What follows belongs to an exercise in optimizing a design on an open flow for small area; a production flow would make more cautious choices.
At most, simulation tests tie the RTL to the original design; equivalence was not proved.
No driver is modelled on the clock port, so clock power and skew are understated where the tree is cut down; a real chip needs a root buffer or a tree.
No activity file was given, so power comes from the tool's default toggle rates.

==> module caa_sel2, before the edit <==
module caa_sel2 #(
    parameter W = 8
) (
    input  wire [W-1:0] a,
    input  wire         sa,
    input  wire [W-1:0] q,
    input  wire         sq,
    output wire [W-1:0] d
);
    genvar i;
    generate
        for (i = 0; i < W; i = i + 1) begin : g_bit
            caa_ao22 u_bit (.a(a[i]), .sa(sa), .b(q[i]), .sb(sq), .d(d[i]));
        end
    endgenerate
endmodule
==> module caa_ao22, before the edit <==
module caa_ao22 (
    input  wire a,
    input  wire sa,
    input  wire b,
    input  wire sb,
    output wire d
);
    assign d = (a & sa) | (b & sb);
endmodule
==> module caa_sel3, before the edit <==
module caa_sel3 #(
    parameter W = 8
) (
    input  wire [W-1:0] a,
    input  wire         sa,
    input  wire [W-1:0] b,
    input  wire         sb,
    input  wire [W-1:0] q,
    input  wire         sq,
    output wire [W-1:0] d
);
    genvar i;
    generate
        for (i = 0; i < W; i = i + 1) begin : g_bit
            caa_ao222 u_bit (.a(a[i]), .sa(sa), .b(b[i]), .sb(sb), .c(q[i]), .sc(sq),
                             .d(d[i]));
        end
    endgenerate
endmodule
==> module caa_ao222, before the edit <==
module caa_ao222 (
    input  wire a,
    input  wire sa,
    input  wire b,
    input  wire sb,
    input  wire c,
    input  wire sc,
    output wire d
);
    assign d = (a & sa) | (b & sb) | (c & sc);
endmodule
export LEC_CHECK = 0
export CAP_MARGIN = 20
export CORE_MARGIN = 2
export CORE_UTILIZATION = 40
export SLEW_MARGIN = 20
export SYNTH_HIERARCHICAL = 1
create_clock -name core_clock -period 5.0 [get_ports {clk}]
standard.sh (not shown) runs the stock make flow with config.mk's settings and CLKGATE_MAP_FILE= SYNTH_SCRIPT=/design/flow/synth_recipe.tcl, a recipe that flattens the netlist after the stock synthesis.
==> flow/flow/run.sh <==
#!/bin/bash
# The standard ORFS layout (standard.sh) with two changes: small port
# buffers (buf_1) and, in place of TritonCTS, the two-level clock tree of
# flow/cts_pre.tcl. ORFS writes each tool's log under orfs/logs; make's own
# output goes to standard.log.
set -e
bash standard.sh BUFFER_PORTS_ARGS="-buffer_cell sky130_fd_sc_hd__buf_1" \
  PRE_CTS_TCL="$PWD/flow/cts_pre.tcl" CTS_CLK_NET=clk CTS_K=4 \
  CTS_LEAF_BUF=sky130_fd_sc_hd__clkbuf_16 CTS_ROOT_BUF="sky130_fd_sc_hd__clkbuf_8" \
  POST_GLOBAL_ROUTE_TCL="$PWD/flow/grt_post.tcl" finish > standard.log 2>&1
Other scripts of this flow, unchanged in this note and not shown: flow/flow/cts_pre.tcl, flow/flow/grt_post.tcl
The first run completed without violations.
Rerun with:
--- a/flow/design.v
+++ b/flow/design.v
@@ -174,19 +174,5 @@
     output wire [W-1:0] d
 );
-    genvar i;
-    generate
-        for (i = 0; i < W; i = i + 1) begin : g_bit
-            caa_ao22 u_bit (.a(a[i]), .sa(sa), .b(q[i]), .sb(sq), .d(d[i]));
-        end
-    endgenerate
-endmodule
-module caa_ao22 (
-    input  wire a,
-    input  wire sa,
-    input  wire b,
-    input  wire sb,
-    output wire d
-);
-    assign d = (a & sa) | (b & sb);
+    assign d = (a & {W{sa}}) | (q & {W{sq}});
 endmodule
 module caa_sel3 #(
@@ -201,22 +187,5 @@
     output wire [W-1:0] d
 );
-    genvar i;
-    generate
-        for (i = 0; i < W; i = i + 1) begin : g_bit
-            caa_ao222 u_bit (.a(a[i]), .sa(sa), .b(b[i]), .sb(sb), .c(q[i]), .sc(sq),
-                             .d(d[i]));
-        end
-    endgenerate
-endmodule
-module caa_ao222 (
-    input  wire a,
-    input  wire sa,
-    input  wire b,
-    input  wire sb,
-    input  wire c,
-    input  wire sc,
-    output wire d
-);
-    assign d = (a & sa) | (b & sb) | (c & sc);
+    assign d = (a & {W{sa}}) | (b & {W{sb}}) | (q & {W{sq}});
 endmodule
 module caa_sel3s (
Combinational power fell by about 5%.
Synthesized cell count rises by 4.2%.
Worst hold slack is about the same.
Utilization goes down by 2.2 points.
Final area drops by 0.60%.
Wire length hardly moves.
Total power hardly moves.
Function not checked in the first run of this note: the RTL went through the layout flow alone. In every run of this note, the design's own scripts or RTL, not TritonCTS, make the clock network.

-- what the ideal ports hide --
The results above use ideal ports. As a check the final layouts listed here were re-extracted and re-timed, cells and wires unchanged. Step 1 (the two cells are an assumption about what drives the block):
set clk [get_ports {clk}]
set_driving_cell -lib_cell sky130_fd_sc_hd__clkbuf_16 $clk
set_driving_cell -lib_cell sky130_fd_sc_hd__buf_2 [delete_from_list [all_inputs] $clk]
Step 2 adds t to the input delays and takes it off the output delays; t is the mean of the earliest and latest rising clock arrival at the registers after step 1. Input paths then give back, and output paths get back, about the clock's delay inside the block. Slacks: ideal ports / drivers / drivers and shift; pairs: ideal ports / drivers.
run	shift t [ns]	setup WS [ns]	worst setup path after step 2	slew at the worst register clock pin (ns)
the first run	0.426	0.215 / 0.231 / -0.195	input to register	0.12 / 0.12
the second run	0.435	0.179 / 0.195 / -0.240	input to register	0.12 / 0.12
With both steps, setup timing fails in the first run and the second run, where it was met with ideal ports. The setup slack of the second run, which loses most, moves by +0.016 ns with the drivers and by -0.419 ns with both steps.
